This is an optimization exercise on Yosys and OpenROAD, whose aim is small area, not a production implementation.
In this exercise RTL edits were held to simulation tests only and were not proved equivalent to the original.
The clock cells of runs 2 to 4 come from the design's own scripts or RTL, not from TritonCTS.
No driver is modelled on the clock port, so clock power and skew are understated where the tree is cut down; a real chip needs a root buffer or a tree.
Power figures rest on the tool's default switching activity, not on a simulated workload.

## flow/config.mk

```make
export PLATFORM = sky130hd
export DESIGN_NAME = usart8251
export DESIGN_NICKNAME = usart8251
export VERILOG_FILES = /design/flow/design.v
export SDC_FILE = /design/flow/constraint.sdc
export NUM_CORES = 4
export LEC_CHECK = 0
export CAP_MARGIN = 20
export CORE_MARGIN = 2
export CORE_UTILIZATION = 70
export SLEW_MARGIN = 20
```

## flow/constraint.sdc

```tcl
create_clock -name core_clock -period 10.0 [get_ports {clk}]
set_input_delay 2.0000 -clock core_clock [delete_from_list [all_inputs] [get_ports {clk}]]
set_output_delay 2.0000 -clock core_clock [all_outputs]
set_load 0.01 [all_outputs]
```

## flow/design.v

```verilog
module usart8251 (
    input  wire       clk,
    input  wire       rst,
    input  wire       wr,
    input  wire       rd,
    input  wire       cd,
    input  wire [7:0] din,
    output wire [7:0] dout,
    input  wire       txc,
    input  wire       rxc,
    input  wire       rxd,
    input  wire       cts,
    input  wire       dsr,
    output wire       txd,
    output wire       rts_n,
    output wire       dtr_n
);
    reg  [1:0]  stage_q;             
    reg  [1:0]  m_div_q;             
    reg  [1:0]  m_len_q;             
    reg         m_pen_q, m_even_q, m_stop_q;    
    reg         txen_q, rxe_q, sbrk_q, rtsn_q, dtrn_q;
    reg         txrdy_q, rxrdy_q, pe_q, oe_q, fe_q;
    reg  [7:0]  rxdata_q;
    reg         ts_q;                
    reg  [11:0] t_q;                 
    reg         txd_q;
    reg  [5:0]  tdiv_q, rdiv_q;
    reg  [10:0] x_q;                 
    reg  [3:0]  k_q;                 
    wire wc    = wr & cd;
    wire wd    = wr & ~cd;
    wire rdd   = rd & ~cd;
    wire st0   = (stage_q == 2'd0);
    wire modew = wc & st0;
    wire cmdw  = wc & (stage_q == 2'd3);
    wire ir    = cmdw & din[6];
    wire eclr  = cmdw & (din[6] | din[4]);
    reg [1:0] stage_b;
    always @* begin
        stage_b = stage_q;
        if (wc) begin
            case (stage_q)
                2'd0: stage_b = (din[1:0] != 2'b00) ? 2'd3 : 2'd1;
                2'd1: stage_b = m_stop_q ? 2'd3 : 2'd2;
                2'd2: stage_b = 2'd3;
                default: stage_b = din[6] ? 2'd0 : 2'd3;
            endcase
        end
    end
    wire [1:0] md = modew ? din[1:0] : m_div_q;
    wire [1:0] ml = modew ? din[3:2] : m_len_q;
    wire       mp = modew ? din[4]   : m_pen_q;
    wire       me = modew ? din[5]   : m_even_q;
    wire       ms = modew ? din[7]   : m_stop_q;
    wire       async = md[1] | md[0];
    wire txen_b = cmdw ? din[0] : txen_q;
    wire rxe_b  = cmdw ? din[2] : rxe_q;
    wire sbrk_b = cmdw ? din[3] : sbrk_q;
    wire ld = wd & txen_q;
    wire l6 = m_len_q != 2'd0;       
    wire l7 = m_len_q[1];            
    wire l8 = m_len_q == 2'd3;       
    wire [7:0] dm = {din[7] & l8, din[6] & l7, din[5] & l6, din[4:0]};
    wire tpar  = ^{dm, ~m_even_q};
    wire fasync = m_div_q[1] | m_div_q[0];
    wire [3:0] tail = {fasync & m_pen_q & m_stop_q,
                       fasync & (m_pen_q | m_stop_q),
                       fasync | m_pen_q,
                       m_pen_q ? tpar : 1'b1};
    reg [11:0] frame;
    always @* begin
        case (m_len_q)
            2'd0: frame = {3'b000, tail, din[4:0]};
            2'd1: frame = {2'b00,  tail, din[5:0]};
            2'd2: frame = {1'b0,   tail, din[6:0]};
            default: frame = {tail, din[7:0]};
        endcase
    end
    wire        ts_b    = ir ? 1'b0 : ld ? fasync : ts_q;
    wire [11:0] t_b     = ir ? {11'd0, t_q[0]} : ld ? frame : t_q;
    wire        txrdy_b = ir ? 1'b1 : ld ? 1'b0 : txrdy_q;
    wire [5:0]  tdiv_b  = ir ? 6'd0 : tdiv_q;
    wire        rxrdy_b = (ir | rdd) ? 1'b0 : rxrdy_q;
    wire [3:0]  k_b     = ir ? 4'd0 : k_q;
    wire [5:0]  rdiv_b  = ir ? 6'd0 : rdiv_q;
    wire        pe_b    = eclr ? 1'b0 : pe_q;
    wire        oe_b    = eclr ? 1'b0 : oe_q;
    wire        fe_b    = eclr ? 1'b0 : fe_q;
    wire t_go   = txc & txen_b & ~sbrk_b & ~(async & ~cts);
    wire twrap  = ~md[1] ? 1'b1 :
                  ~md[0] ? (tdiv_b[5] | tdiv_b[4] | (&tdiv_b[3:0])) :
                           (&tdiv_b);
    wire t_step = t_go & twrap;                  
    wire t_empty = ~ts_b & (t_b[11:1] == 11'd0);
    reg        txd_n, txrdy_n, ts_n;
    reg [11:0] t_n;
    reg [5:0]  tdiv_n;
    always @* begin
        txd_n = txd_q; txrdy_n = txrdy_b; ts_n = ts_b; t_n = t_b; tdiv_n = tdiv_b;
        if (txc) begin
            if (!txen_b) begin
                txd_n = 1'b1; tdiv_n = 6'd0;
            end else if (sbrk_b) begin
                txd_n = 1'b0; txrdy_n = 1'b0; tdiv_n = 6'd0;
            end else if (async && !cts) begin
                txd_n = 1'b1; txrdy_n = 1'b0;
            end else if (!twrap) begin
                tdiv_n = tdiv_b + 6'd1;
            end else begin
                tdiv_n = 6'd0;
                if (t_empty) begin
                    txd_n = 1'b1; txrdy_n = 1'b1;
                end else if (ts_b) begin
                    txd_n = 1'b0; ts_n = 1'b0;
                end else begin
                    txd_n = t_b[0];
                    t_n = {1'b0, t_b[11:1]};
                    txrdy_n = (t_b[11:2] == 10'd0);
                end
            end
        end
    end
    wire r_on   = rxe_b & async;
    wire busy   = (k_b != 4'd0) | (rdiv_b != 6'd0);
    wire rwrap  = ~md[1] ? 1'b1 :
                  ~md[0] ? (rdiv_b[5] | rdiv_b[4] | (&rdiv_b[3:0])) :
                           (&rdiv_b);
    wire r_run  = rxc & r_on & (busy | ~rxd);
    wire sample = r_run & rwrap;
    reg [10:0] x_n;
    integer i;
    always @* begin
        x_n[0] = (k_b == 4'd0) ? rxd : x_q[0];
        for (i = 1; i <= 10; i = i + 1)
            x_n[i] = (k_q == i) ? rxd : x_q[i];
    end
    reg fend_k;
    always @* begin
        case ({ml, mp, ms})
            4'b0000: fend_k = k_b >= 4'd6;
            4'b0001, 4'b0010, 4'b0100: fend_k = k_b >= 4'd7;
            4'b0011, 4'b0101, 4'b0110, 4'b1000: fend_k = k_b >= 4'd8;
            4'b0111, 4'b1001, 4'b1010, 4'b1100: fend_k = k_b >= 4'd9;
            4'b1011, 4'b1101, 4'b1110: fend_k = k_b >= 4'd10;
            default: fend_k = k_b >= 4'd11;
        endcase
    end
    wire fend = sample & fend_k;
    wire r6 = ml != 2'd0, r7 = ml[1], r8 = ml == 2'd3;
    wire [7:0] rchar = {x_q[8] & r8, x_q[7] & r7, x_q[6] & r6, x_q[5:1]};
    wire [11:0] s = {rxd, x_n};
    reg  xpar, st1, st2;
    always @* begin
        case (ml)
            2'd0: begin xpar = ^x_q[6:1]; st1 = mp ? s[7]  : s[6];  st2 = mp ? s[8]  : s[7];  end
            2'd1: begin xpar = ^x_q[7:1]; st1 = mp ? s[8]  : s[7];  st2 = mp ? s[9]  : s[8];  end
            2'd2: begin xpar = ^x_q[8:1]; st1 = mp ? s[9]  : s[8];  st2 = mp ? s[10] : s[9];  end
            default: begin xpar = ^x_q[9:1]; st1 = mp ? s[10] : s[9]; st2 = mp ? s[11] : s[10]; end
        endcase
    end
    wire accept = ~x_q[0] & ~rxrdy_b;
    wire [3:0] k_n    = (rxc & ~r_on) | fend ? 4'd0 :
                        sample ? k_b + 4'd1 : k_b;
    wire [5:0] rdiv_n = (rxc & ~r_on) | sample ? 6'd0 :
                        r_run ? rdiv_b + 6'd1 : rdiv_b;
    wire rxrdy_n = rxrdy_b | (fend & accept);
    wire pe_n    = pe_b | (fend & accept & mp & ~(xpar ^ me));
    wire oe_n    = oe_b | (fend & ~x_q[0] & rxrdy_b);
    wire fe_n    = fe_b | (fend & (x_q[0] | (~rxrdy_b & ~(st1 & (~ms | st2)))));
    wire [7:0] rxdata_n = (fend & accept) ? rchar : rxdata_q;
    always @(posedge clk) begin
        if (modew) begin
            m_div_q <= din[1:0]; m_len_q <= din[3:2];
            m_pen_q <= din[4]; m_even_q <= din[5]; m_stop_q <= din[7];
        end
        x_q <= x_n;
        t_q[0] <= t_n[0];
        if (rst) begin
            stage_q <= 2'd0;
            txen_q <= 1'b0; rxe_q <= 1'b0; sbrk_q <= 1'b0;
            rtsn_q <= 1'b1; dtrn_q <= 1'b1;
            txrdy_q <= 1'b1; rxrdy_q <= 1'b0;
            pe_q <= 1'b0; oe_q <= 1'b0; fe_q <= 1'b0;
            rxdata_q <= 8'd0;
            ts_q <= 1'b0; t_q[11:1] <= 11'd0; txd_q <= 1'b1;
            tdiv_q <= 6'd0; rdiv_q <= 6'd0; k_q <= 4'd0;
        end else begin
            stage_q <= stage_b;
            txen_q <= txen_b; rxe_q <= rxe_b; sbrk_q <= sbrk_b;
            if (cmdw) begin
                rtsn_q <= ~din[5]; dtrn_q <= ~din[1];
            end
            txrdy_q <= txrdy_n; rxrdy_q <= rxrdy_n;
            pe_q <= pe_n; oe_q <= oe_n; fe_q <= fe_n;
            rxdata_q <= rxdata_n;
            ts_q <= ts_n; t_q[11:1] <= t_n[11:1]; txd_q <= txd_n;
            tdiv_q <= tdiv_n; rdiv_q <= rdiv_n; k_q <= k_n;
        end
    end
    assign dout  = cd ? {dsr, 1'b0, fe_q, oe_q, pe_q, txrdy_q, rxrdy_q, txrdy_q}
                      : rxdata_q;
    assign txd   = txd_q;
    assign rts_n = rtsn_q;
    assign dtr_n = dtrn_q;
endmodule
```

## flow/flow/run.sh

```bash
#!/bin/bash
# Own layout flow: the standard ORFS flow (the standard.sh) with
#  * area-oriented ABC scripts (flow/abc_*.script) in synthesis and no
#    separate half/full-adder cell mapping; each script is tried in its own
#    synthesis run and the one with the smallest cell area is used
#    (registers are untouched by ABC, so all runs keep the same flip-flops),
#  * minimum-size buffers on the ports,
#  * either ORFS CTS with small clock buffers and no dummy loads, or a single
#    clock buffer driving all registers (settings in opts.sh).
# Each tool's output is kept in orfs/logs (and try_*/logs for the trial
# syntheses); make's own output in flow_make.log and try_*.log.
set -euo pipefail
here=$(pwd)
CTS_EXTRA=""
source "$here/flow/opts.sh"
best=""; best_area=""
pids=()
for s in "$here"/flow/abc_*.script; do
  n=$(basename "$s" .script)
  rm -rf "$here/ms_$n" "$here/try_$n"
  cp -r "$FLOW_HOME/scripts" "$here/ms_$n"
  cp "$s" "$here/ms_$n/abc_speed.script"
  make -C "$FLOW_HOME" DESIGN_CONFIG="$here/config.mk" WORK_HOME="$here/try_$n" \
    CLKGATE_MAP_FILE= SYNTH_SCRIPT="$here/synth_recipe.tcl" \
    SCRIPTS_DIR="$here/ms_$n" ADDER_MAP_FILE= synth > "$here/try_$n.log" 2>&1 &
  pids+=($!)
done
for p in "${pids[@]}"; do wait "$p" || true; done
for s in "$here"/flow/abc_*.script; do
  n=$(basename "$s" .script)
  st="$here/try_$n/reports/$FLOW_PLATFORM/usart8251/base/synth_stat.txt"
  [[ -f "$st" ]] || continue
  a=$(awk '/Chip area for module/ {print $NF}' "$st" | tail -1)
  echo "synthesis with $n: area $a" | tee -a "$here/synth_choice.log"
  if [[ -n "$a" ]] && { [[ -z "$best_area" ]] || awk -v a="$a" -v b="$best_area" 'BEGIN{exit !(a<b)}'; }; then
    best=$n; best_area=$a
  fi
done
[[ -n "$best" ]] || { echo "no synthesis run succeeded"; exit 1; }
echo "chosen: $best ($best_area)" | tee -a "$here/synth_choice.log"
# clock tree: cts.tcl with a one-buffer option (used when MY_CTS_BUF is set)
cp "$here/flow/cts.tcl" "$here/ms_$best/cts.tcl"
if [[ -n "${MY_CTS_BUF:-}" ]]; then
  export MY_CTS_BUF MY_CTS_PORT="$(awk '/create_clock/ {for (i=1;i<=NF;i++) if ($i ~ /get_ports/) {gsub(/[{}\]\[]/,"",$(i+1)); print $(i+1)}}' "$here/constraint.sdc")"
fi
bash standard.sh \
  SCRIPTS_DIR="$here/ms_$best" \
  ADDER_MAP_FILE= \
  BUFFER_PORTS_ARGS="-buffer_cell sky130_fd_sc_hd__buf_1" \
  CTS_ARGS="-sink_clustering_enable -repair_clock_nets -buf_list $CTSBUF -dont_use_dummy_load $CTS_EXTRA" \
  finish > "$here/flow_make.log" 2>&1
```

## flow/flow/abc_a1.script

```
&get -n
&st
&deepsyn -I 1 -J 50 -S 1
&put
dch -f
amap
```

## flow/flow/abc_s1.script

```
&get -n
&st
&deepsyn -I 1 -J 50 -S 1
&dch
&nf -R 1000 -p -F 8 -A 8
&put
```

## flow/flow/abc_s2.script

```
&get -n
&st
&deepsyn -I 1 -J 50 -S 2
&dch
&nf -R 1000 -p -F 8 -A 8
&put
```

## flow/flow/abc_s3.script

```
&get -n
&st
&deepsyn -I 1 -J 50 -S 3
&dch
&nf -R 1000 -p -F 8 -A 8
&put
```

## flow/flow/cts.tcl

```tcl
utl::set_metrics_stage "cts__{}"
source $::env(SCRIPTS_DIR)/load.tcl
source $::env(SCRIPTS_DIR)/lec_check.tcl
erase_non_stage_variables cts
load_design 3_place.odb 3_place.sdc
source_step_tcl PRE CTS

# Clone clock tree inverters next to register loads
# so cts does not try to buffer the inverted clocks.
repair_clock_inverters

proc save_progress { stage } {
  puts "Run 'make gui_$stage.odb' to load progress snapshot"
  orfs_write_db $::env(RESULTS_DIR)/$stage.odb
  orfs_write_sdc $::env(RESULTS_DIR)/$stage.sdc
}

# Run CTS
set cts_args [list \
  -sink_clustering_enable \
  -repair_clock_nets]

append_env_var cts_args CTS_BUF_DISTANCE -distance_between_buffers 1
append_env_var cts_args CTS_CLUSTER_SIZE -sink_clustering_size 1
append_env_var cts_args CTS_CLUSTER_DIAMETER -sink_clustering_max_diameter 1
append_env_var cts_args CTS_BUF_LIST -buf_list 1
append_env_var cts_args CTS_LIB_NAME -library 1


if { [env_var_exists_and_non_empty CTS_ARGS] } {
  set cts_args $::env(CTS_ARGS)
}

set_dont_use $::env(DONT_USE_CELLS)

if { [env_var_exists_and_non_empty MY_CTS_BUF] } {
  # A one-level clock tree: a single clock buffer, placed at the centre of
  # the registers, drives every register clock pin, so all registers see
  # the same clock arrival.
  set block [ord::get_db_block]
  set sx 0.0
  set sy 0.0
  set n 0
  foreach inst [$block getInsts] {
    if { [[$inst getMaster] isSequential] } {
      set bb [$inst getBBox]
      set sx [expr { $sx + ([$bb xMin] + [$bb xMax]) / 2.0 }]
      set sy [expr { $sy + ([$bb yMin] + [$bb yMax]) / 2.0 }]
      incr n
    }
  }
  set dbu [$block getDbUnitsPerMicron]
  set cx [expr { $sx / $n / $dbu }]
  set cy [expr { $sy / $n / $dbu }]
  puts "clock buffer $::env(MY_CTS_BUF) at ($cx, $cy) for $n registers"
  set clk_net [get_nets -of_objects [get_ports $::env(MY_CTS_PORT)]]
  log_cmd insert_buffer -buffer_cell $::env(MY_CTS_BUF) -net [get_full_name $clk_net] \
    -location [list $cx $cy] -buffer_name clkbuf_0_clk -net_name clknet_0_clk
} else {
  log_cmd clock_tree_synthesis {*}$cts_args
}

utl::push_metrics_stage "cts__{}__pre_repair_timing"
log_cmd estimate_parasitics -placement
if { $::env(DETAILED_METRICS) } {
  report_metrics 4 "cts pre-repair-timing"
}
utl::pop_metrics_stage

set_placement_padding -global \
  -left $::env(CELL_PAD_IN_SITES_DETAIL_PLACEMENT) \
  -right $::env(CELL_PAD_IN_SITES_DETAIL_PLACEMENT)

set result [catch { detailed_placement } msg]
if { $result != 0 } {
  save_progress 4_1_error
  error "Detailed placement failed in CTS: $msg"
}

log_cmd estimate_parasitics -placement

if { $::env(CTS_SNAPSHOTS) } {
  save_progress 4_1_pre_repair_hold_setup
}

if { !$::env(SKIP_CTS_REPAIR_TIMING) } {
  if { $::env(EQUIVALENCE_CHECK) } {
    write_eqy_verilog 4_before_rsz.v
  }
  if { $::env(LEC_CHECK) } {
    write_lec_verilog 4_before_rsz_lec.v
  }

  repair_timing_helper

  if { $::env(EQUIVALENCE_CHECK) } {
    run_equivalence_test
  }
  if { $::env(LEC_CHECK) } {
    write_lec_verilog 4_after_rsz_lec.v
    run_lec_test 4_rsz 4_before_rsz_lec.v 4_after_rsz_lec.v
  }

  set result [catch { detailed_placement } msg]
  if { $result != 0 } {
    save_progress 4_1_error
    error "Detailed placement failed in CTS: $msg"
  }

  check_placement -verbose
}

report_metrics 4 "cts final"

source_step_tcl POST CTS

orfs_write_db $::env(RESULTS_DIR)/4_1_cts.odb
orfs_write_sdc $::env(RESULTS_DIR)/4_cts.sdc
```

## flow/flow/opts.sh

```bash
CTSBUF=sky130_fd_sc_hd__clkbuf_4
```

## flow/standard.sh

```bash
#!/bin/bash
# synth_recipe.tcl (not shown) runs the flow's synth.tcl, then flattens the netlist and writes it again
# the make line also repeats each setting of config.mk as NAME=value (left out here)
make -C /OpenROAD-flow-scripts/flow DESIGN_CONFIG=/design/flow/config.mk WORK_HOME=/design/flow/orfs CLKGATE_MAP_FILE= SYNTH_SCRIPT=/design/flow/synth_recipe.tcl "${@:-finish}"
```

==> results of run 1 <==
-- power by group --
group / switching (mW) / internal, mW
Combinational: 0.0482 / 0.0238
Clock: 0.0813 / 0.0418
Sequential: 0.00821 / 0.282
-- sequential cells by signal, summed over array words and instances (netlist names), 2 cells and up --
signal	cells
t_q	12
stage_q	2
rdiv_q	6
x_q	11
k_q	4
m_len_q	2
m_div_q	2
tdiv_q	6
rxdata_q	8
-- path summary, 6_finish.rpt --
check / startpoint / end / slack (ns) / cells past startpoint
max: cd / t_q[2]$_SDFF_PP0_ / 4.01 / 15
min: rxdata_q[4]$_SDFFE_PP0P_ / rxdata_q[4]$_SDFFE_PP0P_ / 0.47 / 2
max reg2reg: stage_q[1]$_SDFFE_PP0P_ / t_q[2]$_SDFF_PP0_ / 5.73 / 13
min reg2reg: rxdata_q[4]$_SDFFE_PP0P_ / rxdata_q[4]$_SDFFE_PP0P_ / 0.47 / 2
-- metal layers --
layer	routed length [um]	up-vias	GRT usage, %
met2	3182	109	45.48
li1	-	1548	-
met3	488	19	6.695
met1	3354	1380	43.66
met5	0	-	0
met4	191	0	15.09
-- cells in the mapped netlist, drive strengths merged, types with 6 or more instances --
master   n
nor3    14
nand2   36
clkinv  66
a211oi   6
o21ai   21
edfxtp   6
a22oi    6
dfxtp   62
o22ai   36
a21oi   24
a31oi    7
nor2    90
-- area by class of cell, without the clock buffers --
cell class	instances	area, um^2
Fill cell	348	968.4
Inverter	66	247.7
Multi-Input combinational cell	283	1449
Sequential cell	68	1421
Tap cell	52	65.06
Timing Repair Buffer	28	105.1
-- metrics by stage --
step / cell area (um^2) / util [%] / hold WS, ns / setup WS [ns]
final: 3356 / 77.60 / 0.4664 / 4.006
after global routing: 3356 / 77.60 / 0.4786 / 3.471
after CTS: 3356 / 77.60 / 0.4650 / 4.146
after detailed placement: 3288 / 76.04 / 0.4516 / 3.760
after global placement: 3288 / 76.04 / 0.4481 / 3.933
after floorplan: 3118 / - / 0.4344 / 4.996
-- worst max-delay path: cells and delay by family --
kind / cells / cell delay (ns)
AND/OR/NAND/NOR: 6 / 1.81
buffers and inverters: 4 / 1.14
AO/OA/AOI/OAI: 5 / 1.37
-- cell families after synthesis --
| logic type | count (synthesis) | share of synthesized area [%] |
|---|---|---|
| and+or+nand+nor | 161 | 21.55 |
| buffers and inverters | 66 | 7.946 |
| AOI/OAI and AO/OA | 122 | 24.92 |
| DFF | 68 | 45.59 |
==> out/qor.txt, run 1 <==
status: timing/DRC/antenna clean
Yosys Warn Count: 1
Synthesized Nets: 435
vias in the first global route: 2,721
CTS Buf Count: 9
setup_tns: 0 ns
Worst setup EP type: flip-flop
Area Growth Syn to Fin: 7.624%
RePlAce Congestion: 0.9045
Max-Cap Viols: 0
IO Pins: 29
initial antenna violation count: 0
syn_area_per_cell: 7.477 um^2
Crit path top cell by count: clkinv_1
DRC errors left: 0
Site Rows: 24
post-synth top area share: 39.81%
Seq cells post-synth: 68
critical path class: input port to flip-flop
Worst path slowest cell: nor3_1
NumNets Final: 474
final wirelength: 7217 um
asr flop ratio synth: 0%
final worst-path cycle share: 59.94%
Worst EP required: 10.33 ns
# diodes: 0
main flop type after synthesis: dfxtp_1
Via density: 6.040
initial core utilization: 72.11%
layout cell share with drive strength beyond 1: 1.982%
CTS tree: built
Worst-Margin Slew: 0.9249 ns
largest net degree at the start of global routing: 13
Tmin final: 5.994 ns
Die ar.: 5004 um^2
WL/cell: 14.26 um
HPWL after DPL: 5471 um
post-CTS sizing: 0
worst skew pair latency: 0.40 ns
HP Class: flip-flop to flip-flop
Final Max Slew Viols: 0
PortBufs: 28
global-route wire length before repair: 12,290 um
RSZ-0062 raised after global routing: no
Critical Path Source Type: input port
Leak: 1.131 nW
commonest cells after routing, fill and taps aside: nor2_1 (90), clkinv_1 (66), dfxtp_1 (62), nand2_1 (36), o22ai_1 (36)
Die W: 70.74 um
sequential share of the synthesized area: 45.59%
setup bufs post-CTS: 0
cell count after placement: 497
pwr/cell area: 144.7 nW/um^2
Largest stage delay, worst path: 0.70 ns
Worst slew margin: 37.69%
total power: 0.4856 mW
commonest non-fill, non-tap cell in the layout: nor2_1
Data arrival, critical path: 6.32 ns
clk slew on worst S/H paths: 0.10 ns
post-route ant nets: 0
grt ovf: 0
Placeable Area: 4324 um^2
CTS sink cnt: 68
CP max FO: 10
Max Clk Rate: 166.8 MHz
Iter 0 DRT Violations: 286
final setup skew: 0.02112 ns
Post-Layout Cell Count: 506
vias: 3,056
Synth area leaders: dfxtp_1 (40%), nor2_1 (11%), clkinv_1 (7.9%), o22ai_1 (7.2%), edfxtp_1 (5.8%)
Fin. Hold Viols: 0
setup violators final: 0
GRT Total Usage: 31.00%
number of flops mapped to enable cells by yosys: 6
area leader, netlist: dfxtp_1
Mapped Cells: 417
Mapped Area: 3118 um^2
Detailed Routing Iterations Pass 1: 5
chip height: 70.74 um
worst IR drop on VDD: 118.9 uV
CP Cell Sequence: buf_1, nand2_1, nor3_1, clkinv_1, o22ai_1, clkinv_1, nor2_1, clkinv_1, o221ai_1, a21boi_0, nand3_1, nand4b_1, nor2b_1, o21ai_0, o22ai_1
Synth cell types: 34
cts hold-fix bufs: 0
==> inputs of run 2 (changes only) <==
--- a/flow/flow/run.sh
+++ b/flow/flow/run.sh
@@ -5,8 +5,9 @@
 #    synthesis run and the one with the smallest cell area is used
 #    (registers are untouched by ABC, so all runs keep the same flip-flops),
 #  * minimum-size buffers on the ports,
-#  * either ORFS CTS with small clock buffers and no dummy loads, or a single
-#    clock buffer driving all registers (settings in opts.sh).
+#  * either ORFS CTS with small clock buffers and no dummy loads, or one
+#    level of clock buffers, each driving a group of nearby registers
+#    (kcts.tcl; settings in opts.sh).
 # Each tool's output is kept in orfs/logs (and try_*/logs for the trial
 # syntheses); make's own output in flow_make.log and try_*.log.
 set -euo pipefail
@@ -24,6 +25,10 @@
     CLKGATE_MAP_FILE= SYNTH_SCRIPT="$here/synth_recipe.tcl" \
     SCRIPTS_DIR="$here/ms_$n" ADDER_MAP_FILE= synth > "$here/try_$n.log" 2>&1 &
   pids+=($!)
+  if (( ${#pids[@]} >= ${NUM_CORES:-4} )); then
+    for p in "${pids[@]}"; do wait "$p" || true; done
+    pids=()
+  fi
 done
 for p in "${pids[@]}"; do wait "$p" || true; done
 for s in "$here"/flow/abc_*.script; do
@@ -41,7 +46,7 @@
 # clock tree: cts.tcl with a one-buffer option (used when MY_CTS_BUF is set)
 cp "$here/flow/cts.tcl" "$here/ms_$best/cts.tcl"
 if [[ -n "${MY_CTS_BUF:-}" ]]; then
-  export MY_CTS_BUF MY_CTS_PORT="$(awk '/create_clock/ {for (i=1;i<=NF;i++) if ($i ~ /get_ports/) {gsub(/[{}\]\[]/,"",$(i+1)); print $(i+1)}}' "$here/constraint.sdc")"
+  export MY_CTS_BUF MY_CTS_GROUPS MY_CTS_TCL="$here/flow/kcts.tcl" MY_CTS_PORT="$(awk '/create_clock/ {for (i=1;i<=NF;i++) if ($i ~ /get_ports/) {gsub(/[{}\]\[]/,"",$(i+1)); print $(i+1)}}' "$here/constraint.sdc")"
 fi
 bash standard.sh \
   SCRIPTS_DIR="$here/ms_$best" \
==> flow/flow/abc_a2.script (new file) <==
&get -n
&st
&deepsyn -I 1 -J 50 -S 2
&put
dch -f
amap
==> flow/flow/abc_a3.script (new file) <==
&get -n
&st
&deepsyn -I 1 -J 50 -S 3
&put
dch -f
amap
==> flow/flow/abc_a4.script (new file) <==
&get -n
&st
&deepsyn -I 1 -J 50 -S 4
&put
dch -f
amap
==> flow/flow/abc_m1.script (new file) <==
&get -n
&st
&deepsyn -I 1 -J 50 -S 1
&dch
&nf -R 1000 -p -F 8 -A 8
&put
==> flow/flow/abc_m2.script (new file) <==
&get -n
&st
&deepsyn -I 1 -J 50 -S 2
&dch
&nf -R 1000 -p -F 8 -A 8
&put
==> flow/flow/abc_m3.script (new file) <==
&get -n
&st
&deepsyn -I 1 -J 50 -S 3
&dch
&nf -R 1000 -p -F 8 -A 8
&put
==> flow/flow/abc_m4.script (new file) <==
&get -n
&st
&deepsyn -I 1 -J 50 -S 4
&dch
&nf -R 1000 -p -F 8 -A 8
&put
--- a/flow/flow/cts.tcl
+++ b/flow/flow/cts.tcl
@@ -34,28 +34,11 @@
 set_dont_use $::env(DONT_USE_CELLS)
 
 if { [env_var_exists_and_non_empty MY_CTS_BUF] } {
-  # A one-level clock tree: a single clock buffer, placed at the centre of
-  # the registers, drives every register clock pin, so all registers see
-  # the same clock arrival.
-  set block [ord::get_db_block]
-  set sx 0.0
-  set sy 0.0
-  set n 0
-  foreach inst [$block getInsts] {
-    if { [[$inst getMaster] isSequential] } {
-      set bb [$inst getBBox]
-      set sx [expr { $sx + ([$bb xMin] + [$bb xMax]) / 2.0 }]
-      set sy [expr { $sy + ([$bb yMin] + [$bb yMax]) / 2.0 }]
-      incr n
-    }
-  }
-  set dbu [$block getDbUnitsPerMicron]
-  set cx [expr { $sx / $n / $dbu }]
-  set cy [expr { $sy / $n / $dbu }]
-  puts "clock buffer $::env(MY_CTS_BUF) at ($cx, $cy) for $n registers"
-  set clk_net [get_nets -of_objects [get_ports $::env(MY_CTS_PORT)]]
-  log_cmd insert_buffer -buffer_cell $::env(MY_CTS_BUF) -net [get_full_name $clk_net] \
-    -location [list $cx $cy] -buffer_name clkbuf_0_clk -net_name clknet_0_clk
+  # Clock buffering of flow/kcts.tcl: MY_CTS_GROUPS buffers of type
+  # MY_CTS_BUF, each driving one group of nearby register clock pins
+  # straight from the clock port, so every register sees one buffer delay.
+  source $::env(MY_CTS_TCL)
+  my_cts $::env(MY_CTS_PORT) $::env(MY_CTS_BUF) $::env(MY_CTS_GROUPS)
 } else {
   log_cmd clock_tree_synthesis {*}$cts_args
 }
==> flow/flow/kcts.tcl (new file) <==
# Clock buffering: the registers are split into $G groups by position
# (k-means), and one buffer of type $cell, placed at the centre of its
# group, drives each group's clock pins straight from the clock port.
proc my_cts { port cell G } {
  set block [ord::get_db_block]
  set dbu [$block getDbUnitsPerMicron]
  set pins {}
  set xs {}
  set ys {}
  set dbnet [[$block findBTerm $port] getNet]
  set netname [$dbnet getName]
  foreach it [$dbnet getITerms] {
    set inst [$it getInst]
    set bb [$inst getBBox]
    lappend pins [get_pins "[$inst getName]/[[$it getMTerm] getName]"]
    lappend xs [expr { ([$bb xMin] + [$bb xMax]) / 2.0 / $dbu }]
    lappend ys [expr { ([$bb yMin] + [$bb yMax]) / 2.0 / $dbu }]
  }
  set n [llength $pins]
  # initial centres: registers spread along x
  set order [lsort -real -indices $xs]
  set cx {}
  set cy {}
  for { set g 0 } { $g < $G } { incr g } {
    set i [lindex $order [expr { int(($g + 0.5) * $n / $G) }]]
    lappend cx [lindex $xs $i]
    lappend cy [lindex $ys $i]
  }
  for { set it 0 } { $it < 20 } { incr it } {
    set asg {}
    for { set i 0 } { $i < $n } { incr i } {
      set best 0
      set bd 1e30
      for { set g 0 } { $g < $G } { incr g } {
        set d [expr { abs([lindex $xs $i] - [lindex $cx $g]) + abs([lindex $ys $i] - [lindex $cy $g]) }]
        if { $d < $bd } { set bd $d; set best $g }
      }
      lappend asg $best
    }
    set ncx {}
    set ncy {}
    for { set g 0 } { $g < $G } { incr g } {
      set sx 0.0; set sy 0.0; set m 0
      for { set i 0 } { $i < $n } { incr i } {
        if { [lindex $asg $i] == $g } {
          set sx [expr { $sx + [lindex $xs $i] }]
          set sy [expr { $sy + [lindex $ys $i] }]
          incr m
        }
      }
      if { $m > 0 } {
        lappend ncx [expr { $sx / $m }]
        lappend ncy [expr { $sy / $m }]
      } else {
        lappend ncx [lindex $cx $g]
        lappend ncy [lindex $cy $g]
      }
    }
    set cx $ncx
    set cy $ncy
  }
  set cap [expr { ($n + $G - 1) / $G }]
  for { set guard 0 } { $guard < 1000 } { incr guard } {
    set cnt [lrepeat $G 0]
    foreach a $asg { lset cnt $a [expr { [lindex $cnt $a] + 1 }] }
    set over -1
    for { set g 0 } { $g < $G } { incr g } { if { [lindex $cnt $g] > $cap } { set over $g; break } }
    if { $over < 0 } { break }
    set bestc 1e30; set bi -1; set bg -1
    for { set i 0 } { $i < $n } { incr i } {
      if { [lindex $asg $i] != $over } { continue }
      set d0 [expr { abs([lindex $xs $i] - [lindex $cx $over]) + abs([lindex $ys $i] - [lindex $cy $over]) }]
      for { set g 0 } { $g < $G } { incr g } {
        if { $g == $over || [lindex $cnt $g] >= $cap } { continue }
        set d [expr { abs([lindex $xs $i] - [lindex $cx $g]) + abs([lindex $ys $i] - [lindex $cy $g]) - $d0 }]
        if { $d < $bestc } { set bestc $d; set bi $i; set bg $g }
      }
    }
    lset asg $bi $bg
  }
  # centres of the final groups
  for { set g 0 } { $g < $G } { incr g } {
    set sx 0.0; set sy 0.0; set m 0
    for { set i 0 } { $i < $n } { incr i } {
      if { [lindex $asg $i] == $g } {
        set sx [expr { $sx + [lindex $xs $i] }]
        set sy [expr { $sy + [lindex $ys $i] }]
        incr m
      }
    }
    if { $m > 0 } { lset cx $g [expr { $sx / $m }]; lset cy $g [expr { $sy / $m }] }
  }
  for { set g 0 } { $g < $G } { incr g } {
    set loads {}
    for { set i 0 } { $i < $n } { incr i } {
      if { [lindex $asg $i] == $g } { lappend loads [lindex $pins $i] }
    }
    if { [llength $loads] == 0 } { continue }
    puts "clock buffer $g: $cell at ([lindex $cx $g], [lindex $cy $g]) for [llength $loads] registers"
    insert_buffer -buffer_cell $cell -net $netname -load_pins $loads \
      -location [list [lindex $cx $g] [lindex $cy $g]] -buffer_name clkbuf_leaf_$g \
      -net_name clknet_leaf_$g
  }
}
==> flow/flow/opts.sh (replaced) <==
CTSBUF=sky130_fd_sc_hd__clkbuf_4
MY_CTS_BUF=sky130_fd_sc_hd__clkbuf_8
MY_CTS_GROUPS=4
removed: flow/flow/abc_s1.script
removed: flow/flow/abc_s2.script
removed: flow/flow/abc_s3.script
==> run 2 against run 1 <==
  * Still clean
  * Hold slack improved by 0.0012 ns
  * First-iteration DRC count fell by 7.0%
  * Via count down 0.98%
  * Synthesized cell count unchanged
==> out/qor.txt, run 2 <==
status: timing/DRC/antenna clean
Die ar.: 5004 um^2
layout cell share with drive strength beyond 1: 0.8909%
IO Pins: 29
Critical Path Source Type: input port
vias: 3,026
total power: 0.4672 mW
Site Rows: 24
vias in the first global route: 2,661
Leak: 1.118 nW
final worst-path cycle share: 61.71%
Switch Pwr: 0.1238 mW
Data arrival, critical path: 6.27 ns
final setup skew: 0.01404 ns
initial core utilization: 72.11%
Top reg by flops: t_q
Die W: 70.74 um
Synth cell types: 34
Worst slew margin: 37.22%
HPWL after DPL: 5471 um
Mapped Cells: 417
Largest register FFs: 12
final-layout fill cell count: 345
Max Clk Rate: 162.1 MHz
Max-Cap Viols: 0
largest net degree at the start of global routing: 18
Worst setup EP type: flip-flop
Switching Fraction: 26.50%
asr flop ratio synth: 0%
clk slew on worst S/H paths: 0.11 ns
PortBufs: 28
cts hold-fix bufs: 0
placed inst area: 3288 um^2
RSZ-0062 raised after global routing: no
commonest non-fill, non-tap cell in the layout: nor2_1
Seq cells post-synth: 68
post-synth top area share: 39.81%
pwr/cell area: 139.7 nW/um^2
sequential share of the synthesized area: 45.59%
Yosys Warn Count: 1
Iter 0 DRT Violations: 266
initial antenna violation count: 0
Area Growth Syn to Fin: 7.223%
Clock power frac: 22.4%
RePlAce Congestion: 0.9045
main flop type after synthesis: dfxtp_1
critical path class: input port to flip-flop
# diodes: 0
Comb power frac: 15.4%
syn_area_per_cell: 7.477 um^2
WL/cell: 14.10 um
CP max FO: 10
number of flops mapped to enable cells by yosys: 6
Via density: 6.040
Mapped Area: 3118 um^2
DRC errors left: 0
Top Registers: t_q x12, x_q x11, rxdata_q x8
GRT Total Usage: 28.60%
commonest cells after routing, fill and taps aside: nor2_1 (90), clkinv_1 (66), dfxtp_1 (62), nand2_1 (36), o22ai_1 (36)
Worst EP required: 10.10 ns
Placeable Area: 4324 um^2
NumNets Final: 469
Final Max Slew Viols: 0
HP Class: flip-flop to flip-flop
leading cell types by count after synthesis: nor2_1 (90), clkinv_1 (66), dfxtp_1 (62)
Fin. Hold Viols: 0
setup bufs post-CTS: 0
Detailed Routing Iterations Pass 1: 5
Hold Crit Depth: 2
internal power: 0.3434 mW
Tmin final: 6.171 ns
global-route wire length before repair: 12,080 um
grt ovf: 0
post-route ant nets: 0
setup_tns: 0 ns
setup violators final: 0
Synthesized Nets: 435
area leader, netlist: dfxtp_1
chip height: 70.74 um
sequential power share: 62.2%
most frequent cell after synthesis: nor2_1
reg2reg path depth: 13
post-CTS sizing: 0
fin area: 3343 um^2
final wirelength: 7063 um
worst skew pair latency: 0.17 ns
worst IR drop on VDD: 99.22 uV
Worst-Margin Slew: 0.9318 ns
Synth area leaders: dfxtp_1 (40%), nor2_1 (11%), clkinv_1 (7.9%), o22ai_1 (7.2%), edfxtp_1 (5.8%)
## run 2: power groups by stage
stage	clock [mW]	sequential, mW	combinational (mW)
3_5_place_dp	0	0.296	0.0702
3_3_place_gp	0	0.296	0.0680
4_1_cts	0.0777	0.296	0.0706
2_1_floorplan	0	0.294	0.0511
5_1_grt	0.114	0.292	0.0805
6_report	0.105	0.291	0.0719
## run 2: layout make-up, without the clock buffers
type,count,area (um^2),area share [%]
Multi-Input combinational cell,283,1449,43.34
Timing Repair Buffer,28,105.1,3.144
Sequential cell,68,1421,42.51
Tap cell,52,65.06,1.946
Inverter,66,247.7,7.410
## run 2: logic make-up after synthesis
family,count (synthesis),share of synthesized area (%)
flip-flops,68,45.59
AO/OA/AOI/OAI,122,24.92
AND/OR/NAND/NOR,161,21.55
buffers and inverters,66,7.946
## run 2: path summary, 6_finish.rpt
kind	from	end	slack, ns
worst max register to register	stage_q[1]$_SDFFE_PP0P_	t_q[2]$_SDFF_PP0_	5.77
worst min-delay path	rxdata_q[4]$_SDFFE_PP0P_	rxdata_q[4]$_SDFFE_PP0P_	0.47
worst max-delay path	cd	t_q[2]$_SDFF_PP0_	3.83
worst min register to register	rxdata_q[4]$_SDFFE_PP0P_	rxdata_q[4]$_SDFFE_PP0P_	0.47
## run 2: stage by stage
stage | worst slack, ns | cells | hold WS (ns) | utilization, %
3_5_place_dp | 3.760 | 497 | 0.4516 | 76.04
4_1_cts | 3.751 | 501 | 0.4532 | 77.31
3_3_place_gp | 3.933 | 497 | 0.4481 | 76.04
6_report | 3.829 | 501 | 0.4676 | 77.31
2_1_floorplan | 4.996 | 417 | 0.4344 | -
5_1_grt | 3.266 | 501 | 0.4798 | 77.31
## run 2: critical path: stages
cell and delay [ns]:
buf_1 0.31, nand2_1 0.13, nor3_1 0.70, clkinv_1 0.39, o22ai_1 0.33, clkinv_1 0.31
nor2_1 0.36, clkinv_1 0.12, o221ai_1 0.15, a21boi_0 0.35, nand3_1 0.11, nand4b_1 0.25
nor2b_1 0.22, o21ai_0 0.28, o22ai_1 0.26
## run 2: metal layers
metal,part of all wire [%],global-route usage (%),wire (um),vias up
met5,0,0,0,-
met3,7.0,2.422,496,17
met2,45,45.17,3146,105
met1,46,43.20,3283,1378
met4,1.9,6.289,137,0
li1,-,-,-,1526
==> inputs of run 3 (changes only) <==
--- a/flow/design.v
+++ b/flow/design.v
@@ -20,7 +20,7 @@
     reg  [1:0]  m_len_q;             
     reg         m_pen_q, m_even_q, m_stop_q;    
     reg         txen_q, rxe_q, sbrk_q, rtsn_q, dtrn_q;
-    reg         txrdy_q, rxrdy_q, pe_q, oe_q, fe_q;
+    reg         rxrdy_q, pe_q, oe_q, fe_q;
     reg  [7:0]  rxdata_q;
     reg         ts_q;                
     reg  [11:0] t_q;                 
@@ -78,8 +78,7 @@
         endcase
     end
     wire        ts_b    = ir ? 1'b0 : ld ? fasync : ts_q;
-    wire [11:0] t_b     = ir ? {11'd0, t_q[0]} : ld ? frame : t_q;
-    wire        txrdy_b = ir ? 1'b1 : ld ? 1'b0 : txrdy_q;
+    wire [11:0] t_b     = ir ? 12'd1 : ld ? frame : t_q;
     wire [5:0]  tdiv_b  = ir ? 6'd0 : tdiv_q;
     wire        rxrdy_b = (ir | rdd) ? 1'b0 : rxrdy_q;
     wire [3:0]  k_b     = ir ? 4'd0 : k_q;
@@ -93,30 +92,31 @@
                            (&tdiv_b);
     wire t_step = t_go & twrap;                  
     wire t_empty = ~ts_b & (t_b[11:1] == 11'd0);
-    reg        txd_n, txrdy_n, ts_n;
+    reg        txd_n, ts_n;
     reg [11:0] t_n;
     reg [5:0]  tdiv_n;
     always @* begin
-        txd_n = txd_q; txrdy_n = txrdy_b; ts_n = ts_b; t_n = t_b; tdiv_n = tdiv_b;
+        txd_n = txd_q; ts_n = ts_b; t_n = t_b; tdiv_n = tdiv_b;
         if (txc) begin
             if (!txen_b) begin
                 txd_n = 1'b1; tdiv_n = 6'd0;
             end else if (sbrk_b) begin
-                txd_n = 1'b0; txrdy_n = 1'b0; tdiv_n = 6'd0;
+                txd_n = 1'b0; tdiv_n = 6'd0;
+                if (t_empty) t_n[0] = 1'b0;
             end else if (async && !cts) begin
-                txd_n = 1'b1; txrdy_n = 1'b0;
+                txd_n = 1'b1;
+                if (t_empty) t_n[0] = 1'b0;
             end else if (!twrap) begin
                 tdiv_n = tdiv_b + 6'd1;
             end else begin
                 tdiv_n = 6'd0;
                 if (t_empty) begin
-                    txd_n = 1'b1; txrdy_n = 1'b1;
+                    txd_n = 1'b1; t_n[0] = 1'b1;
                 end else if (ts_b) begin
                     txd_n = 1'b0; ts_n = 1'b0;
                 end else begin
                     txd_n = t_b[0];
                     t_n = {1'b0, t_b[11:1]};
-                    txrdy_n = (t_b[11:2] == 10'd0);
                 end
             end
         end
@@ -175,15 +175,14 @@
             m_pen_q <= din[4]; m_even_q <= din[5]; m_stop_q <= din[7];
         end
         x_q <= x_n;
-        t_q[0] <= t_n[0];
         if (rst) begin
             stage_q <= 2'd0;
             txen_q <= 1'b0; rxe_q <= 1'b0; sbrk_q <= 1'b0;
             rtsn_q <= 1'b1; dtrn_q <= 1'b1;
-            txrdy_q <= 1'b1; rxrdy_q <= 1'b0;
+            rxrdy_q <= 1'b0;
             pe_q <= 1'b0; oe_q <= 1'b0; fe_q <= 1'b0;
             rxdata_q <= 8'd0;
-            ts_q <= 1'b0; t_q[11:1] <= 11'd0; txd_q <= 1'b1;
+            ts_q <= 1'b0; t_q <= 12'd1; txd_q <= 1'b1;
             tdiv_q <= 6'd0; rdiv_q <= 6'd0; k_q <= 4'd0;
         end else begin
             stage_q <= stage_b;
@@ -191,13 +190,14 @@
             if (cmdw) begin
                 rtsn_q <= ~din[5]; dtrn_q <= ~din[1];
             end
-            txrdy_q <= txrdy_n; rxrdy_q <= rxrdy_n;
+            rxrdy_q <= rxrdy_n;
             pe_q <= pe_n; oe_q <= oe_n; fe_q <= fe_n;
             rxdata_q <= rxdata_n;
-            ts_q <= ts_n; t_q[11:1] <= t_n[11:1]; txd_q <= txd_n;
+            ts_q <= ts_n; t_q <= t_n; txd_q <= txd_n;
             tdiv_q <= tdiv_n; rdiv_q <= rdiv_n; k_q <= k_n;
         end
     end
+    wire txrdy_q = ~ts_q & (t_q[11:1] == 11'd0) & t_q[0];
     assign dout  = cd ? {dsr, 1'b0, fe_q, oe_q, pe_q, txrdy_q, rxrdy_q, txrdy_q}
                       : rxdata_q;
     assign txd   = txd_q;
==> flow/flow/abc_b1.script (new file) <==
&get -n
&st
&deepsyn -I 1 -J 300 -S 1
&put
dch -f
amap
==> flow/flow/abc_b2.script (new file) <==
&get -n
&st
&deepsyn -I 1 -J 300 -S 2
&put
dch -f
amap
==> flow/flow/abc_b3.script (new file) <==
&get -n
&st
&deepsyn -I 1 -J 300 -S 3
&put
dch -f
amap
==> flow/flow/abc_b4.script (new file) <==
&get -n
&st
&deepsyn -I 1 -J 300 -S 4
&put
dch -f
amap
==> run 3 against run 2 <==
  * Still clean
  * Area after synthesis about the same
  * Combinational power down 11%
  * Hold slack worse by 0.0050 ns
  * Synthesized cell count unchanged
  * Register-to-register slack worse by 0.14 ns
  * Critical path type unchanged
  * Largest cell class unchanged
  * Highest routed layer unchanged
==> out/qor.txt, run 3 <==
status: timing/DRC/antenna clean
Worst path slowest cell: nor3_1
final worst-path cycle share: 65.07%
WL/cell: 14.73 um
final setup skew: 0.008305 ns
post-CTS sizing: 0
initial antenna violation count: 0
final-layout fill cell count: 329
Detailed Routing Iterations Pass 1: 5
Crit path top cell by count: nand2_1
R2R Setup Slk: 5.63 ns
Final Max Slew Viols: 0
Worst-Margin Slew: 0.8200 ns
multiplexer share of the synthesized area: 0%
most frequent cell after synthesis: nor2_1
grt ovf: 0
Top reg by flops: t_q
Post-Synth Simple-Gate Area: 23.01%
Max Clk Rate: 153.7 MHz
commonest cells after routing, fill and taps aside: nor2_1 (97), clkinv_1 (61), dfxtp_1 (61), nand2_1 (43), o22ai_1 (33)
Mapped Area: 3115 um^2
post-route ant nets: 0
HP Class: flip-flop to flip-flop
NumNets Final: 469
Post-Synth Adder-Cell Area: 0%
Mapped Cells: 417
asr flop ratio synth: 0%
Top Registers: t_q x12, x_q x11, rxdata_q x8
Yosys Warn Count: 1
worst IR drop on VDD: 101.4 uV
Die W: 70.72 um
sequential share of the synthesized area: 44.98%
vias: 3,078
Synth Area in Compound Gates: 24.66%
chip height: 70.72 um
Fin. Hold Viols: 0
Site Rows: 24
Leak: 1.127 nW
Iter 0 DRT Violations: 326
Worst EP required: 10.04 ns
IO Pins: 29
Seq cells post-synth: 67
DRC errors left: 0
clk slew on worst S/H paths: 0.10 ns
# diodes: 0
Data arrival, critical path: 6.54 ns
RSZ-0062 raised after global routing: no
leading cell types by count after synthesis: nor2_1 (97), clkinv_1 (61), dfxtp_1 (61)
Worst setup EP type: flip-flop
PortBufs: 28
setup_tns: 0 ns
Die ar.: 5001 um^2
main flop type after synthesis: dfxtp_1
Synthesized Nets: 435
Area Growth Syn to Fin: 7.229%
Synth cell types: 41
RePlAce Congestion: 0.9387
HPWL after DPL: 5700 um
XOR/XNOR Fraction of Synth Area: 0%
pwr/cell area: 135.0 nW/um^2
post-synth top area share: 39.20%
largest family of logic cells by synthesized area: compound AO/OA/AOI/OAI gates
initial core utilization: 72.05%
vias in the first global route: 2,719
Tmin final: 6.507 ns
CP max FO: 11
worst skew pair latency: 0.16 ns
Critical Path Source Type: input port
global-route wire length before repair: 12,500 um
CP Cell Sequence: buf_1, clkinv_1, nor3_1, clkinv_1, o22ai_1, nand2_1, a21oi_1, nand2_1, a31oi_1, nand2_1, or3_1, a21oi_1, clkinv_1, nand2_1, o32ai_1
final wirelength: 7378 um
Synth area leaders: dfxtp_1 (39%), nor2_1 (12%), clkinv_1 (7.3%), o22ai_1 (6.6%), edfxtp_1 (5.8%)
syn_area_per_cell: 7.471 um^2
Worst slew margin: 45.13%
Post-Layout Cell Count: 501
number of flops mapped to enable cells by yosys: 6
commonest non-fill, non-tap cell in the layout: nor2_1
largest net degree at the start of global routing: 18
area leader, netlist: dfxtp_1
setup bufs post-CTS: 0
setup violators final: 0
Largest register FFs: 12
cell count after placement: 497
GRT Total Usage: 29.68%
layout cell share with drive strength beyond 1: 0.8909%
Placeable Area: 4324 um^2
critical path class: input port to flip-flop
Via density: 6.144
Max-Cap Viols: 0
cts hold-fix bufs: 0
Largest stage delay, worst path: 0.72 ns
run 3: layout make-up, without the clock buffers:
type / instances / area, um^2 / share of cell area [%]
multi-input combinational: 289 / 1485 / 44.46
sequential: 67 / 1401 / 41.95
inverter: 61 / 229.0 / 6.854
timing repair buffer: 28 / 105.1 / 3.146
tap: 52 / 65.06 / 1.948
run 3: critical path, delay by kind of cell:
| family | cells | cell delay, ns |
|---|---|---|
| buf+inv | 4 | 1.27 |
| simple gates | 6 | 1.86 |
| compound gates | 5 | 1.41 |
run 3: power breakdown:
group          switching [mW]  total, mW  internal, mW
clock                  0.0656      0.103        0.0372
combinational          0.0451     0.0638        0.0187
sequential            0.00710      0.284         0.277
total                   0.118      0.451         0.333
run 3: worst paths after layout:
check,start,endpoint,cells after the start
min reg2reg,tdiv_q[3]$_SDFF_PP0_,tdiv_q[3]$_SDFF_PP0_,1
min,tdiv_q[3]$_SDFF_PP0_,tdiv_q[3]$_SDFF_PP0_,1
max reg2reg,stage_q[0]$_SDFFE_PP0P_,rxdata_q[5]$_SDFFE_PP0P_,15
max,cd,rxdata_q[5]$_SDFFE_PP0P_,15
run 3: through the flow:
step,instance area [um^2],power [mW],setup WS (ns),hold slack [ns],utilization (%)
after global placement,3286,0.3502,3.901,0.4485,75.98
final,3341,0.4509,3.493,0.4626,77.26
after global routing,3341,0.4681,3.022,0.4751,77.26
after CTS,3341,0.4298,3.404,0.4504,77.26
after floorplan,3115,0.3315,4.537,0.4282,-
after detailed placement,3286,0.3523,3.477,0.4470,75.98
run 3: metal layers:
| layer | global-route usage [%] | part of all wire [%] | vias up |
|---|---|---|---|
| li1 | - | - | 1547 |
| met1 | 44.85 | 47 | 1368 |
| met2 | 45.69 | 44 | 140 |
| met3 | 3.561 | 6.9 | 23 |
| met4 | 7.338 | 2.6 | 0 |
| met5 | 0 | 0 | - |
run 3: cell families after synthesis:
kind of cell	after synthesis
compound gates	117
buf+inv	61
flops	67
simple gates	172
==> inputs of run 4 (changes only) <==
==> flow/flow/opts.sh (replaced) <==
CTSBUF=sky130_fd_sc_hd__clkbuf_4
MY_CTS_BUF=sky130_fd_sc_hd__clkbuf_16
MY_CTS_GROUPS=2
removed: flow/flow/abc_a1.script
removed: flow/flow/abc_a3.script
removed: flow/flow/abc_a4.script
removed: flow/flow/abc_b1.script
removed: flow/flow/abc_b2.script
removed: flow/flow/abc_b3.script
removed: flow/flow/abc_b4.script
removed: flow/flow/abc_m1.script
removed: flow/flow/abc_m2.script
removed: flow/flow/abc_m3.script
removed: flow/flow/abc_m4.script
==> run 4 against run 3 <==
  * Clock skew grew 0.0010 ns
  * Synthesized cell count is the same
  * Still clean on timing, DRC and antenna
  * Combinational power is essentially flat
  * Via count shrank 1.4%
  * Routed wire length shrank 1.1%
  * Critical path depth is the same
  * Clock power is essentially flat
  * Global-route usage shrank 0.56 points
  * Largest cell class unchanged
  * Critical endpoint is now pe_q$_SDFF_PP0_
  * Cell count shrank 0.40%
==> out/qor.txt, run 4 <==
status: timing/DRC/antenna clean
CP Cell Sequence: buf_1, clkinv_1, nor3_1, clkinv_1, o22ai_1, nand2_1, a21oi_1, nand2_1, a31oi_1, nand2_1, or3_1, a21oi_1, clkinv_1, a2111oi_0, o21bai_1
Critical Path Source Type: input port
# diodes: 0
Via density: 6.080
Max Clk Rate: 155.5 MHz
worst setup margin: 3.570 ns
Fin. Hold Viols: 0
Post-Synth Adder-Cell Area: 0%
sequential power share: 63.2%
Largest delay share family, worst path: compound AO/OA/AOI/OAI gates
Detailed Routing Iterations Pass 1: 5
PortBufs: 28
setup violators final: 0
grt ovf: 0
Worst-Margin Slew: 0.7907 ns
fin area: 3336 um^2
internal power: 0.3335 mW
Site Rows: 24
worst IR drop on VDD: 134.2 uV
placed inst area: 3286 um^2
final core occ: 77.14%
layout cell share with drive strength beyond 1: 0.4474%
Final Max Slew Viols: 0
Mapped Area: 3115 um^2
final setup skew: 0.009302 ns
Hold Crit Depth: 1
pwr/cell area: 134.9 nW/um^2
post-CTS sizing: 0
Top reg by flops: t_q
Synth area leaders: dfxtp_1 (39%), nor2_1 (12%), clkinv_1 (7.3%), o22ai_1 (6.6%), edfxtp_1 (5.8%)
r2r endpoint: pe_q$_SDFF_PP0_
Yosys Warn Count: 1
Top Registers: t_q x12, x_q x11, rxdata_q x8
largest family of logic cells by synthesized area: compound AO/OA/AOI/OAI gates
Worst setup EP type: flip-flop
vias in the first global route: 2,706
Mapped Cells: 417
Iter 0 DRT Violations: 358
largest net degree at the start of global routing: 35
Switch Pwr: 0.1166 mW
Tmin final: 6.430 ns
Crit path depth: 15
Worst slew margin: 47.09%
RePlAce Congestion: 0.9387
NumNets Final: 467
cts hold-fix bufs: 0
main flop type after synthesis: dfxtp_1
chip height: 70.72 um
grt peak-use layer: met2
final-layout fill cell count: 338
GRT Total Usage: 29.12%
Worst path slowest cell: nor3_1
met1 Track Usage GR: 44.07%
Seq cells post-synth: 67
total power: 0.4501 mW
setup_tns: 0 ns
DRC errors left: 0
syn_area_per_cell: 7.471 um^2
setup bufs post-CTS: 0
IO Pins: 29
Synth cell types: 41
multiplexer share of the synthesized area: 0%
Max-Cap Viols: 0
Clock power frac: 22.6%
worst skew pair latency: 0.18 ns
Switching Fraction: 25.90%
Largest register FFs: 12
Largest stage delay, worst path: 0.72 ns
Post-Synth Simple-Gate Area: 23.01%
sequential share of the synthesized area: 44.98%
Die W: 70.72 um
final wirelength: 7296 um
asr flop ratio synth: 0%
CP max FO: 11
RSZ-0062 raised after global routing: no
routing usage on met2: 45.59%
R2R Setup Slk: 5.70 ns
Synth Area in Compound Gates: 24.66%
vias: 3,034
Die ar.: 5001 um^2
commonest non-fill, non-tap cell in the layout: nor2_1
dpl ws: 3.477 ns
Comb power frac: 14.2%
register area: 1401 um^2
reg2reg path depth: 15
post-synth top area share: 39.20%
most frequent cell after synthesis: nor2_1
global-route wire length before repair: 12,330 um
met3 usage: 2.991%
Data arrival, critical path: 6.55 ns
initial core utilization: 72.05%
Synthesized Nets: 435
number of flops mapped to enable cells by yosys: 6
post-route ant nets: 0
Area Growth Syn to Fin: 7.068%
XOR/XNOR Fraction of Synth Area: 0%
Leak: 1.123 nW
RR Startpoint: stage_q[0]$_SDFFE_PP0P_
Placeable Area: 4324 um^2
Worst EP required: 10.12 ns
HPWL after DPL: 5700 um
leading cell types by count after synthesis: nor2_1 (97), clkinv_1 (61), dfxtp_1 (61)
initial antenna violation count: 0
clk slew on worst S/H paths: 0.12 ns
HP Class: flip-flop to flip-flop
Hold Path Sink: tdiv_q[3]$_SDFF_PP0_
WL/cell: 14.62 um
area leader, netlist: dfxtp_1
final worst-path cycle share: 64.30%
footprint of the multi-input gates: 1485 um^2
hold_sp: tdiv_q[3]$_SDFF_PP0_
commonest cells after routing, fill and taps aside: nor2_1 (97), clkinv_1 (61), dfxtp_1 (61), nand2_1 (43), o22ai_1 (33)
CP Buf/Inv Count: 4
critical path class: input port to flip-flop
-- run 4: cell counts after synthesis --
No cell type changed its count.
-- run 4: area by class of cell, without the clock buffers --
class,count,share of cell area (%)
multi-input combinational,289,44.52
sequential,67,42.01
inverter,61,6.864
timing repair buffer,28,3.151
tap,52,1.950
-- run 4: kinds of logic after synthesis --
kind of cell,Yosys count
and+or+nand+nor,172
buffers and inverters,61
DFF,67
AOI/OAI and AO/OA,117
-- run 4: worst max-delay path by stage --
| stage | from | endpoint | slack, ns |
|---|---|---|---|
| after floorplan | cd | pe_q$_SDFF_PP0_ | 4.54 |
| after global placement | cd | pe_q$_SDFF_PP0_ | 3.90 |
| after detailed placement | cd | pe_q$_SDFF_PP0_ | 3.48 |
| after CTS | cd | pe_q$_SDFF_PP0_ | 3.46 |
| after global routing | cd | pe_q$_SDFF_PP0_ | 3.08 |
| final | cd | pe_q$_SDFF_PP0_ | 3.57 |
-- run 4: power groups by stage --
stage | sequential [mW] | combinational (mW) | clock [mW]
final | 0.284 | 0.0641 | 0.102
after global routing | 0.285 | 0.0718 | 0.110
after CTS | 0.290 | 0.0627 | 0.0771
after detailed placement | 0.290 | 0.0622 | 0
after global placement | 0.290 | 0.0602 | 0
after floorplan | 0.288 | 0.0437 | 0
-- run 4: stage by stage --
| step | hold slack (ns) | std cells |
|---|---|---|
| 5_1_grt | 0.4766 | 499 |
| 2_1_floorplan | 0.4282 | 417 |
| 3_5_place_dp | 0.4470 | 497 |
| 3_3_place_gp | 0.4485 | 497 |
| 6_report | 0.4649 | 499 |
| 4_1_cts | 0.4499 | 499 |
-- run 4: metal layers --
layer | up-vias | routed length, um
li1 | 1539 | -
met1 | 1359 | 3473
met2 | 124 | 3227
met3 | 12 | 480
met4 | 0 | 115
met5 | - | 0
==> inputs of run 5 (changes only) <==
--- a/flow/design.v
+++ b/flow/design.v
@@ -20,9 +20,12 @@
     reg  [1:0]  m_len_q;             
     reg         m_pen_q, m_even_q, m_stop_q;    
     reg         txen_q, rxe_q, sbrk_q, rtsn_q, dtrn_q;
-    reg         rxrdy_q, pe_q, oe_q, fe_q;
-    reg  [7:0]  rxdata_q;
-    reg         ts_q;                
+    reg         rxrdy_q;
+    reg         pe_nq, oe_nq, fe_nq;    
+    reg  [7:0]  rxdata_q;            
+    wire        pe_q = ~pe_nq, oe_q = ~oe_nq, fe_q = ~fe_nq;
+    reg         tsn_q;               
+    wire        ts_q = ~tsn_q;
     reg  [11:0] t_q;                 
     reg         txd_q;
     reg  [5:0]  tdiv_q, rdiv_q;
@@ -133,7 +136,7 @@
     always @* begin
         x_n[0] = (k_b == 4'd0) ? rxd : x_q[0];
         for (i = 1; i <= 10; i = i + 1)
-            x_n[i] = (k_q == i) ? rxd : x_q[i];
+            x_n[i] = (k_q <= i) ? rxd : x_q[i];
     end
     reg fend_k;
     always @* begin
@@ -180,9 +183,9 @@
             txen_q <= 1'b0; rxe_q <= 1'b0; sbrk_q <= 1'b0;
             rtsn_q <= 1'b1; dtrn_q <= 1'b1;
             rxrdy_q <= 1'b0;
-            pe_q <= 1'b0; oe_q <= 1'b0; fe_q <= 1'b0;
+            pe_nq <= 1'b1; oe_nq <= 1'b1; fe_nq <= 1'b1;
             rxdata_q <= 8'd0;
-            ts_q <= 1'b0; t_q <= 12'd1; txd_q <= 1'b1;
+            tsn_q <= 1'b1; t_q <= 12'd1; txd_q <= 1'b1;
             tdiv_q <= 6'd0; rdiv_q <= 6'd0; k_q <= 4'd0;
         end else begin
             stage_q <= stage_b;
@@ -191,9 +194,9 @@
                 rtsn_q <= ~din[5]; dtrn_q <= ~din[1];
             end
             rxrdy_q <= rxrdy_n;
-            pe_q <= pe_n; oe_q <= oe_n; fe_q <= fe_n;
+            pe_nq <= ~pe_n; oe_nq <= ~oe_n; fe_nq <= ~fe_n;
             rxdata_q <= rxdata_n;
-            ts_q <= ts_n; t_q <= t_n; txd_q <= txd_n;
+            tsn_q <= ~ts_n; t_q <= t_n; txd_q <= txd_n;
             tdiv_q <= tdiv_n; rdiv_q <= rdiv_n; k_q <= k_n;
         end
     end
==> flow/flow/abc_m2.script (new file) <==
&get -n
&st
&deepsyn -I 1 -J 50 -S 2
&dch
&nf -R 1000 -p -F 8 -A 8
&put
==> flow/flow/opts.sh (replaced) <==
CTSBUF=sky130_fd_sc_hd__clkbuf_4
MY_CTS_BUF=sky130_fd_sc_hd__clkbuf_8
MY_CTS_GROUPS=3
--- a/flow/config.mk
+++ b/flow/config.mk
@@ -7,5 +7,6 @@
 export LEC_CHECK = 0
 export CAP_MARGIN = 20
 export CORE_MARGIN = 2
-export CORE_UTILIZATION = 70
+export CORE_UTILIZATION = 85
+export PLACE_DENSITY = 0.9
 export SLEW_MARGIN = 20
removed: flow/flow/abc_a2.script
==> run 5 against run 4 <==
  * The flow now stops in global placement without I/O
  * Synthesized cell count down 17%
  * Area after synthesis shrank 1.3%
==> out/qor.txt, run 5 <==
Exit stage: global placement without I/O
initial core utilization: 90.00%
post-synth top area share: 39.72%
Synth cell types: 48
main flop type after synthesis: dfxtp_1
Yosys Warn Count: 1
leading cell types by count after synthesis: dfxtp_1 (61), nor2_1 (43), a21oi_1 (31)
Mapped Area: 3074 um^2
chip height: 64.14 um
sequential share of the synthesized area: 45.58%
status: stopped before the end
Synthesized Nets: 364
First Err: [ERROR GPL-0301] Utilization 102.364 % exceeds 100%.
Synth area leaders: dfxtp_1 (40%), edfxtp_1 (5.9%), nor2_1 (5.3%), a21oi_1 (5.0%), mux2_1 (4.8%)
Site Rows: 21
Die W: 64.14 um
most frequent cell after synthesis: dfxtp_1
area leader, netlist: dfxtp_1
asr flop ratio synth: 0%
Mapped Cells: 346
Seq cells post-synth: 67
syn_area_per_cell: 8.885 um^2
number of flops mapped to enable cells by yosys: 6
[run 5: cell count changes after synthesis, moves of 5 or more]
cell / previous run / this run
o22ai_1: 33 / 12
mux2_1: 0 / 13
nand3_1: 2 / 8
a21oi_1: 24 / 31
a22o_1: 0 / 5
nand2_1: 43 / 24
nor2_1: 97 / 43
a211oi_1: 9 / 3
clkinv_1: 61 / 9
xnor2_1: 0 / 13
and2_0: 1 / 6
mux2i_1: 0 / 5
[run 5: logic make-up after synthesis]
group | after synthesis | synth area share (%)
simple gates | 129 | 20.23
xor+xnor | 15 | 4.274
flops | 67 | 45.58
mux | 18 | 6.390
compound gates | 108 | 22.43
buf+inv | 9 | 1.099

==> port drivers added, routing unchanged <==
The results above use ideal ports. As a check the final layouts listed here were re-extracted and re-timed, cells and wires unchanged. Step 1 assumes that a clkbuf_16 drives the clock port and a buf_2 every other input. Step 2, shift: input delay + t, output delay - t, t = (earliest + latest rising clock arrival at the registers) / 2. This alone moves slack from input paths to output paths. Slacks: no drivers / after step 1 / after step 2; pairs: no drivers / after step 1.
run | t (ns) | setup slack, ns | worst register clock-pin slew, ns
run 1 | 0.415 | 4.006 / 4.009 / 3.594 | 0.10 / 0.10
run 2 | 0.218 | 3.829 / 3.867 / 3.649 | 0.11 / 0.11
run 3 | 0.211 | 3.493 / 3.527 / 3.315 | 0.10 / 0.10
run 4 | 0.218 | 3.570 / 3.595 / 3.377 | 0.12 / 0.12
After both steps every run listed still meets setup and hold. For run 1, which loses most, drivers alone change the setup slack by +0.003 ns; drivers and shift together by -0.412 ns.
